Context: an optimization exercise on an open-source flow, tuned for small area, a short achievable clock period and few clock cycles. The choices shown serve that exercise and are no tape-out recipe. The RTL was checked by simulation tests, not by an equivalence proof against the original design.

### design/flow/design.v
module gps_core (
    input  wire        clk,
    input  wire        rst,
    input  wire        wr_en,
    input  wire [9:0]  wr_addr,
    input  wire [15:0] wr_data,
    input  wire [9:0]  rd_addr,
    output reg  [15:0] rd_data,
    output reg         busy,
    output reg  [2:0]  status,
    output reg         rx_valid,
    input  wire        rxs_valid,
    input  wire [7:0]  rxs_data,
    input  wire        rxs_fail,
    output wire        rxs_ready,
    output wire        txs_valid,
    output reg  [7:0]  txs_data,
    input  wire        txs_ready,
    input  wire        txs_fail
);
    localparam [7:0] DLE = 8'h10;
    localparam [7:0] ETX = 8'h03;
    localparam [2:0] ST_OK       = 3'd0;
    localparam [2:0] ST_TOO_BIG  = 3'd1;
    localparam [2:0] ST_FRAMING  = 3'd2;
    localparam [2:0] ST_CHECKSUM = 3'd3;
    localparam [2:0] ST_TRANSPORT = 3'd4;
    localparam [7:0] CMD_CK_RESET    = 8'h01;
    localparam [7:0] CMD_CK_ABSORB   = 8'h02;
    localparam [7:0] CMD_CK_FINALIZE = 8'h03;
    localparam [7:0] CMD_ENCODE      = 8'h04;
    localparam [7:0] CMD_DECODE      = 8'h05;
    localparam [2:0] E_IDLE  = 3'd0;
    localparam [2:0] E_START = 3'd1;
    localparam [2:0] E_TYPE  = 3'd2;
    localparam [2:0] E_LEN   = 3'd3;
    localparam [2:0] E_PAY   = 3'd4;
    localparam [2:0] E_CKS   = 3'd5;
    localparam [2:0] E_END   = 3'd6;
    localparam [2:0] E_ETX   = 3'd7;
    localparam [2:0] D_IDLE  = 3'd0;
    localparam [2:0] D_START = 3'd1;
    localparam [2:0] D_TYPE  = 3'd2;
    localparam [2:0] D_LEN   = 3'd3;
    localparam [2:0] D_PAY   = 3'd4;
    localparam [2:0] D_CKS   = 3'd5;
    localparam [2:0] D_END   = 3'd6;
    localparam [2:0] D_ETX   = 3'd7;
    reg  [7:0]  acc;
    reg  [7:0]  ck_result;
    reg  [7:0]  din;
    reg  [7:0]  tx_type;
    reg  [15:0] tx_len;
    reg  [7:0]  rx_type;
    reg  [7:0]  rx_len;
    reg  [7:0]  tx_payload [0:254];
    reg  [7:0]  rx_payload [0:254];
    reg  [2:0]  estate;
    reg         eesc;       
    reg  [7:0]  eidx;
    reg  [7:0]  eacc;
    reg  [2:0]  dstate;
    reg         desc;       
    reg  [7:0]  didx;
    reg  [7:0]  dacc;
    wire       cmd_wr  = wr_en && (wr_addr == 10'h000) && !busy;
    wire [7:0] cmd     = wr_data[7:0];
    wire       pay_wr  = wr_en && (wr_addr[9:8] == 2'b01) && (wr_addr[7:0] != 8'hFF);
    always @(posedge clk) begin
        if (wr_en && wr_addr == 10'h001) din     <= wr_data[7:0];
        if (wr_en && wr_addr == 10'h005) tx_type <= wr_data[7:0];
        if (wr_en && wr_addr == 10'h006) tx_len  <= wr_data;
        if (pay_wr) tx_payload[wr_addr[7:0]] <= wr_data[7:0];
    end
    wire       e_field = (estate == E_TYPE) || (estate == E_LEN) ||
                         (estate == E_PAY)  || (estate == E_CKS);
    reg  [7:0] e_byte;    
    always @(*) begin
        case (estate)
            E_TYPE:  e_byte = tx_type;
            E_LEN:   e_byte = tx_len[7:0];
            E_PAY:   e_byte = tx_payload[eidx];
            E_CKS:   e_byte = 8'd0 - eacc;
            default: e_byte = 8'd0;
        endcase
    end
    always @(*) begin
        case (estate)
            E_START: txs_data = DLE;
            E_END:   txs_data = DLE;
            E_ETX:   txs_data = ETX;
            default: txs_data = e_byte;
        endcase
    end
    assign txs_valid = (estate != E_IDLE);
    wire   tx_fire   = txs_valid && txs_ready;
    wire       d_field = (dstate == D_TYPE) || (dstate == D_LEN) ||
                         (dstate == D_PAY)  || (dstate == D_CKS);
    assign rxs_ready = (dstate != D_IDLE);
    wire   rx_fire   = rxs_valid && rxs_ready;
    wire       d_deliver = d_field && (desc || rxs_data != DLE);
    wire [7:0] d_byte    = desc ? DLE : rxs_data;
    wire [7:0] dacc_next = dacc + d_byte;
    always @(posedge clk) begin
        if (rst) begin
            busy     <= 1'b0;
            rx_valid <= 1'b0;
            acc      <= 8'd0;
            estate   <= E_IDLE;
            dstate   <= D_IDLE;
        end else begin
            if (cmd_wr) begin
                case (cmd)
                    CMD_CK_RESET: begin
                        acc    <= 8'd0;
                        status <= ST_OK;
                    end
                    CMD_CK_ABSORB: begin
                        acc    <= acc + din;
                        status <= ST_OK;
                    end
                    CMD_CK_FINALIZE: begin
                        ck_result <= 8'd0 - acc;
                        status    <= ST_OK;
                    end
                    CMD_ENCODE: begin
                        if (tx_len > 16'd255) begin
                            status <= ST_TOO_BIG;
                        end else begin
                            busy   <= 1'b1;
                            estate <= E_START;
                            eesc   <= 1'b0;
                            eacc   <= 8'd0;
                            eidx   <= 8'd0;
                        end
                    end
                    CMD_DECODE: begin
                        busy     <= 1'b1;
                        rx_valid <= 1'b0;
                        dstate   <= D_START;
                        desc     <= 1'b0;
                        dacc     <= 8'd0;
                        didx     <= 8'd0;
                    end
                    default: ;
                endcase
            end
            if (tx_fire) begin
                if (txs_fail) begin
                    status <= ST_TRANSPORT;
                    busy   <= 1'b0;
                    estate <= E_IDLE;
                end else if (e_field && e_byte == DLE && !eesc) begin
                    eesc <= 1'b1;            
                end else begin
                    eesc <= 1'b0;
                    case (estate)
                        E_START: estate <= E_TYPE;
                        E_TYPE: begin
                            eacc   <= eacc + e_byte;
                            estate <= E_LEN;
                        end
                        E_LEN: begin
                            eacc   <= eacc + e_byte;
                            eidx   <= 8'd0;
                            estate <= (e_byte == 8'd0) ? E_CKS : E_PAY;
                        end
                        E_PAY: begin
                            eacc <= eacc + e_byte;
                            eidx <= eidx + 8'd1;
                            if (eidx + 8'd1 == tx_len[7:0]) estate <= E_CKS;
                        end
                        E_CKS: estate <= E_END;
                        E_END: estate <= E_ETX;
                        E_ETX: begin
                            status <= ST_OK;
                            busy   <= 1'b0;
                            estate <= E_IDLE;
                        end
                        default: estate <= E_IDLE;
                    endcase
                end
            end
            if (rx_fire) begin
                if (rxs_fail) begin
                    status <= ST_TRANSPORT;
                    busy   <= 1'b0;
                    dstate <= D_IDLE;
                end else if (d_field && !d_deliver) begin
                    desc <= 1'b1;            
                end else begin
                    desc <= 1'b0;
                    case (dstate)
                        D_START: begin
                            if (rxs_data == DLE) begin
                                dstate <= D_TYPE;
                            end else begin
                                status <= ST_FRAMING;
                                busy   <= 1'b0;
                                dstate <= D_IDLE;
                            end
                        end
                        D_TYPE: begin
                            rx_type <= d_byte;
                            dacc    <= dacc_next;
                            dstate  <= D_LEN;
                        end
                        D_LEN: begin
                            rx_len <= d_byte;
                            dacc   <= dacc_next;
                            didx   <= 8'd0;
                            dstate <= (d_byte == 8'd0) ? D_CKS : D_PAY;
                        end
                        D_PAY: begin
                            rx_payload[didx] <= d_byte;
                            dacc <= dacc_next;
                            didx <= didx + 8'd1;
                            if (didx + 8'd1 == rx_len) dstate <= D_CKS;
                        end
                        D_CKS: begin
                            if (dacc_next != 8'd0) begin
                                status <= ST_CHECKSUM;
                                busy   <= 1'b0;
                                dstate <= D_IDLE;
                            end else begin
                                dstate <= D_END;
                            end
                        end
                        D_END: begin
                            if (rxs_data == DLE) begin
                                dstate <= D_ETX;
                            end else begin
                                status <= ST_FRAMING;
                                busy   <= 1'b0;
                                dstate <= D_IDLE;
                            end
                        end
                        D_ETX: begin
                            busy   <= 1'b0;
                            dstate <= D_IDLE;
                            if (rxs_data == ETX) begin
                                status   <= ST_OK;
                                rx_valid <= 1'b1;
                            end else begin
                                status <= ST_FRAMING;
                            end
                        end
                        default: dstate <= D_IDLE;
                    endcase
                end
            end
        end
    end
    always @(posedge clk) begin
        if (rd_addr[9:8] == 2'b01) begin
            rd_data <= {8'd0, (rd_addr[7:0] == 8'hFF) ? 8'd0 : tx_payload[rd_addr[7:0]]};
        end else if (rd_addr[9:8] == 2'b10) begin
            rd_data <= {8'd0, (rd_addr[7:0] == 8'hFF) ? 8'd0 : rx_payload[rd_addr[7:0]]};
        end else begin
            case (rd_addr)
                10'h002: rd_data <= {13'd0, status};
                10'h003: rd_data <= {15'd0, busy};
                10'h004: rd_data <= {8'd0, ck_result};
                10'h005: rd_data <= {8'd0, tx_type};
                10'h006: rd_data <= tx_len;
                10'h007: rd_data <= {15'd0, rx_valid};
                10'h008: rd_data <= {8'd0, rx_type};
                10'h009: rd_data <= {8'd0, rx_len};
                default: rd_data <= 16'd0;
            endcase
        end
    end
endmodule
### design/flow/run.sh
#!/bin/bash
# synth_recipe.tcl (not shown) runs the flow's synth.tcl, then flattens the netlist and writes it again
# the make line also repeats each setting of config.mk as NAME=value (left out here)
make -C /OpenROAD-flow-scripts/flow DESIGN_CONFIG=/design/flow/config.mk WORK_HOME=/design/flow/orfs CLKGATE_MAP_FILE= SYNTH_SCRIPT=/design/flow/synth_recipe.tcl finish
### design/flow/config.mk
export PLATFORM = sky130hd
export DESIGN_NAME = gps_core
export DESIGN_NICKNAME = gps_core
export VERILOG_FILES = /design/flow/design.v
export SDC_FILE = /design/flow/constraint.sdc
export NUM_CORES = 4
export LEC_CHECK = 0
export CAP_MARGIN = 20
export CORE_MARGIN = 2
export CORE_UTILIZATION = 40
export PLACE_DENSITY = 0.6
export SLEW_MARGIN = 20
### design/flow/constraint.sdc
create_clock -name core_clock -period 10.0 [get_ports {clk}]
set_input_delay 2.0000 -clock core_clock [delete_from_list [all_inputs] [get_ports {clk}]]
set_output_delay 2.0000 -clock core_clock [all_outputs]
set_load 0.01 [all_outputs]
==> flow_summary.json <==
{
  "critical_path.most_common_cell": "nand2_1",
  "cts_repair_resize_count": 0,
  "cts_post_setup_buffers_inserted": 0,
  "detailedPlacementHpwl_mm": 352,
  "synth_area_sq_mm": 0.182,
  "grt_first_pass_wirelength_mm": 778,
  "end_kind": "primary output",
  "synthCells": 8819,
  "worst-endpoint-required_ns": 8.00,
  "grt_pass1_vias": 97877,
  "syn_to_final_growth_pct": 12.4,
  "power.leakage_uw": 0.0632,
  "yosys_warnings": 1,
  "wirelength_met1_mm": 211,
  "drt-initial-drc-count": 13705,
  "ys_seq_elements": 4213,
  "floorplan.initialDensity_pct": 40.2,
  "yosys.area.top_type": "edfxtp_1",
  "slowest_stage": "dfxtp_4",
  "clock-root-buffer": "clkbuf_16",
  "gp_congestion": 0.917,
  "outcome": "no timing/DRC/antenna violations",
  "finalClockSkew_ns": 0.0550,
  "synthFlopType": "edfxtp_1",
  "cp_cell_sequence": "inv_2 > nand2_1 > a21oi_1 > o41ai_1 > a41oi_1 > a221oi_2 > inv_1 > nand2_1 > clkdlybuf4s50_1",
  "fp.dieH_um": 679,
  "timing.max_cap.violations": 0,
  "worst_ep_arrival_time_ns": 6.48,
  "hp-class": "flop to flop",
  "min-delay-start": "tx_len[11]",
  "wl_met2_mm": 264,
  "final.period_utilization_pct": 84.8,
  "clock_tree_from_tritoncts": "done",
  "avgViaCountPerCell": 6.35,
  "clkTransAtPathRegs_ns": 0.06,
  "postSynthNetCount": 8904,
  "post_synth_main_area_contributors": "edfxtp_1 (69%), mux4_2 (22%), mux2i_1 (1.8%), nor2_1 (1.3%), clkbuf_1 (0.77%)",
  "gr-total-overflow": 0,
  "dr.max_layer_used": "met5",
  "drcViolationCount": 0,
  "htreeDepth": 5,
  "cp_max_fo": 31,
  "grt_util_all_layers_pct": 23.8,
  "max-slew-margin-rel_pct": 16.6,
  "cts_inserted_buffers": 420,
  "numPortBuffers": 81,
  "setup_violations": 0,
  "syn-mean-instance-area_sq_um": 20.7,
  "cellPowerDensity_mw_per_mm2": 186,
  "placeableCoreArea_sq_mm": 0.453,
  "synth-seq-area-share_pct": 69.2,
  "postSynth.asyncResetShare_pct": 0,
  "hold_viol": 0,
  "timing.final.max_slew_violations": 0,
  "die_width_um": 679,
  "cts.sink_count": 4213,
  "clock.fmax_ghz": 0.118,
  "grt_setup_unrepaired": "no",
  "setup_ws_ns": 1.52,
  "post-place-cells": 14577,
  "placement_rows": 247,
  "preCtsSetupSlack_ns": 2.76,
  "cts_max_path_buffers": 4,
  "worst_ir_drop_vdd_mv": 0.172,
  "fin_tns_setup_ns": 0,
  "design.portCount": 82,
  "largest_net_degree_at_the_start_of_global_routing": 196,
  "antenna_found_initial": 34,
  "cp-start-kind": "flop",
  "synth-edff-count": 4173,
  "timing.setup.critical_path_class": "flop to primary output",
  "crit_path_max_incr_delay_ns": 0.88,
  "cts.hold.buffers_added": 0,
  "fin_total_pwr_uw": 38000,
  "detail_route.wirelength_mm": 558,
  "route.met3.wl_mm": 55.5,
  "dieArea_sq_mm": 0.461,
  "drtPass1Iterations": 6,
  "synth_top_area_share_pct": 68.8,
  "worst_skew_pair.late_latency_ns": 1.01,
  "detailroute.via_count": 97690,
  "synth_cell_type_count": 92,
  "worst_slew_pin_slew_ns": 1.24,
  "final_nets": 9113,
  "drt_antenna_net_count": 0,
  "final_cells": 15381,
  "drive_gt1_share_pct": 30.7,
  "post-route-min-period_ns": 8.48,
  "timing.hold.ws_ns": 0.477,
  "routed_wire_length_per_instance_um": 36.3
}
==> final cells by class <==
cell class,count,area (sq um)
timing repair buffer,404,3730
fill,37725,248000
sequential,4213,126000
tap,5976,7480
antenna,23,57.6
multi-input combinational,3938,53300
inverter,51,201
clock inverter,268,2640
clock buffer,508,11000
==> report_power, final <==
| part | switching (uW) | internal, uW |
|---|---|---|
| logic | 1600 | 965 |
| registers | 47.7 | 19400 |
| clock network | 6900 | 9040 |
==> cells by family (layout without fill, tap and decap cells) <==
kind of cell	after synthesis	count (layout)	synth area share, %
adder cells (fa/ha/maj)	34	34	0.246
buffers and inverters	668	1231	1.67
other	0	23	0
AO/OA/AOI/OAI	595	595	2.25
XOR/XNOR	58	58	0.279
multiplexers	2094	2094	23.5
AND/OR/NAND/NOR	1157	1157	2.80
flip-flops	4213	4213	69.2
==> cell usage after synthesis, types with 16 or more instances <==
cell,n
nand3_1,72
dfxtp_1,40
o22ai_1,61
nor4_1,19
a31oi_1,20
buf_1,92
edfxtp_1,4173
o21ai_0,74
clkbuf_1,372
mux2_2,27
a211oi_1,21
mux4_2,1744
xnor2_1,40
o221ai_1,26
nor2_1,629
and2_1,27
nor3_1,32
nand4_1,16
nand2_1,211
xor2_1,18
buf_4,33
and3_1,17
nand2b_1,20
nor2b_1,50
mux2i_1,322
inv_1,50
a21oi_1,119
ha_1,31
a22oi_1,117
buf_6,36
buf_2,81
==> state kept, by name (all words and copies together), names as in the netlist, named ones only <==
signal	cells
estate	3
tx_len	16
rx_len	8
eidx	8
tx_type	8
eesc	1
acc	8
status	3
busy	1
rd_data	16
desc	1
ck_result	8
eacc	8
rx_type	8
din	8
tx_payload	2040
dacc	8
didx	8
rx_valid	1
rx_payload	2040
dstate	3
==> per-stage QoR <==
step	utilization [%]	cell area, sq um
floorplan	-	182000
CTS	45.1	204000
global route	45.2	205000
detailed placement	42.1	191000
global placement	42.0	191000
finish	45.2	205000
==> cell usage in the layout, fill, tap and decap left out, drive strengths merged, types with 68 or more instances in the layout <==
cell | synthesis | layout
o21ai | 79 | 79
a22oi | 118 | 118
inv | 51 | 68
mux2i | 322 | 322
nor2 | 631 | 631
mux4 | 1744 | 1744
edfxtp | 4173 | 4173
buf | 245 | 331
nand3 | 72 | 72
nand2 | 211 | 211
a21oi | 122 | 122
clkinv | 0 | 192
clkbuf | 372 | 516
==> final timing paths <==
kind | endpoint | slack (ns) | cells after the start
setup / recovery | txs_data[1] | 1.52 | 9
hold / removal | rd_data[11] | 0.48 | 1
setup reg to reg | eacc[7] | 3.36 | 16
hold reg to reg | rd_data[11] | 0.48 | 1
==> routing by layer <==
| layer | GRT usage, % | up-vias |
|---|---|---|
| met3 | 5.36 | 1136 |
| met2 | 37.5 | 5720 |
| met4 | 10.5 | 18 |
| met5 | 0 | - |
| li1 | - | 38084 |
| met1 | 31.8 | 52732 |
==> critical path: cells and delay by family (launching register included) <==
family          cells  cell delay (ns)
compound gates      4             2.17
buf+inv             3             1.45
flops               1             0.88
simple gates        2             0.92
Testbench counts, summed over its fixed seeds: cycles 114,642.

[port drivers added, routing unchanged]
Ports are ideal in the flow. The routed layout listed here was re-timed in OpenROAD. Step 1 assumes that a clkbuf_16 drives the clock port and a buf_2 every other input. Step 2 adds t to the input delays and takes it off the output delays; t is the mean of the earliest and latest rising clock arrival at the registers after step 1. Input paths then give back, and output paths get back, about the clock's delay inside the block. Three values: ideal, step 1, step 2; two values: the first two.
t, ns: 1.105
slack for setup (ns): 1.523 / 1.400 / 2.504
worst hold slack (ns): 0.477 / 0.477 / 0.477
clock arrival spread, ns: 0.057 / 0.057
After both steps setup and hold are still met in this run. The setup slack of this run moves by -0.123 ns with the drivers and by +0.981 ns with both steps.
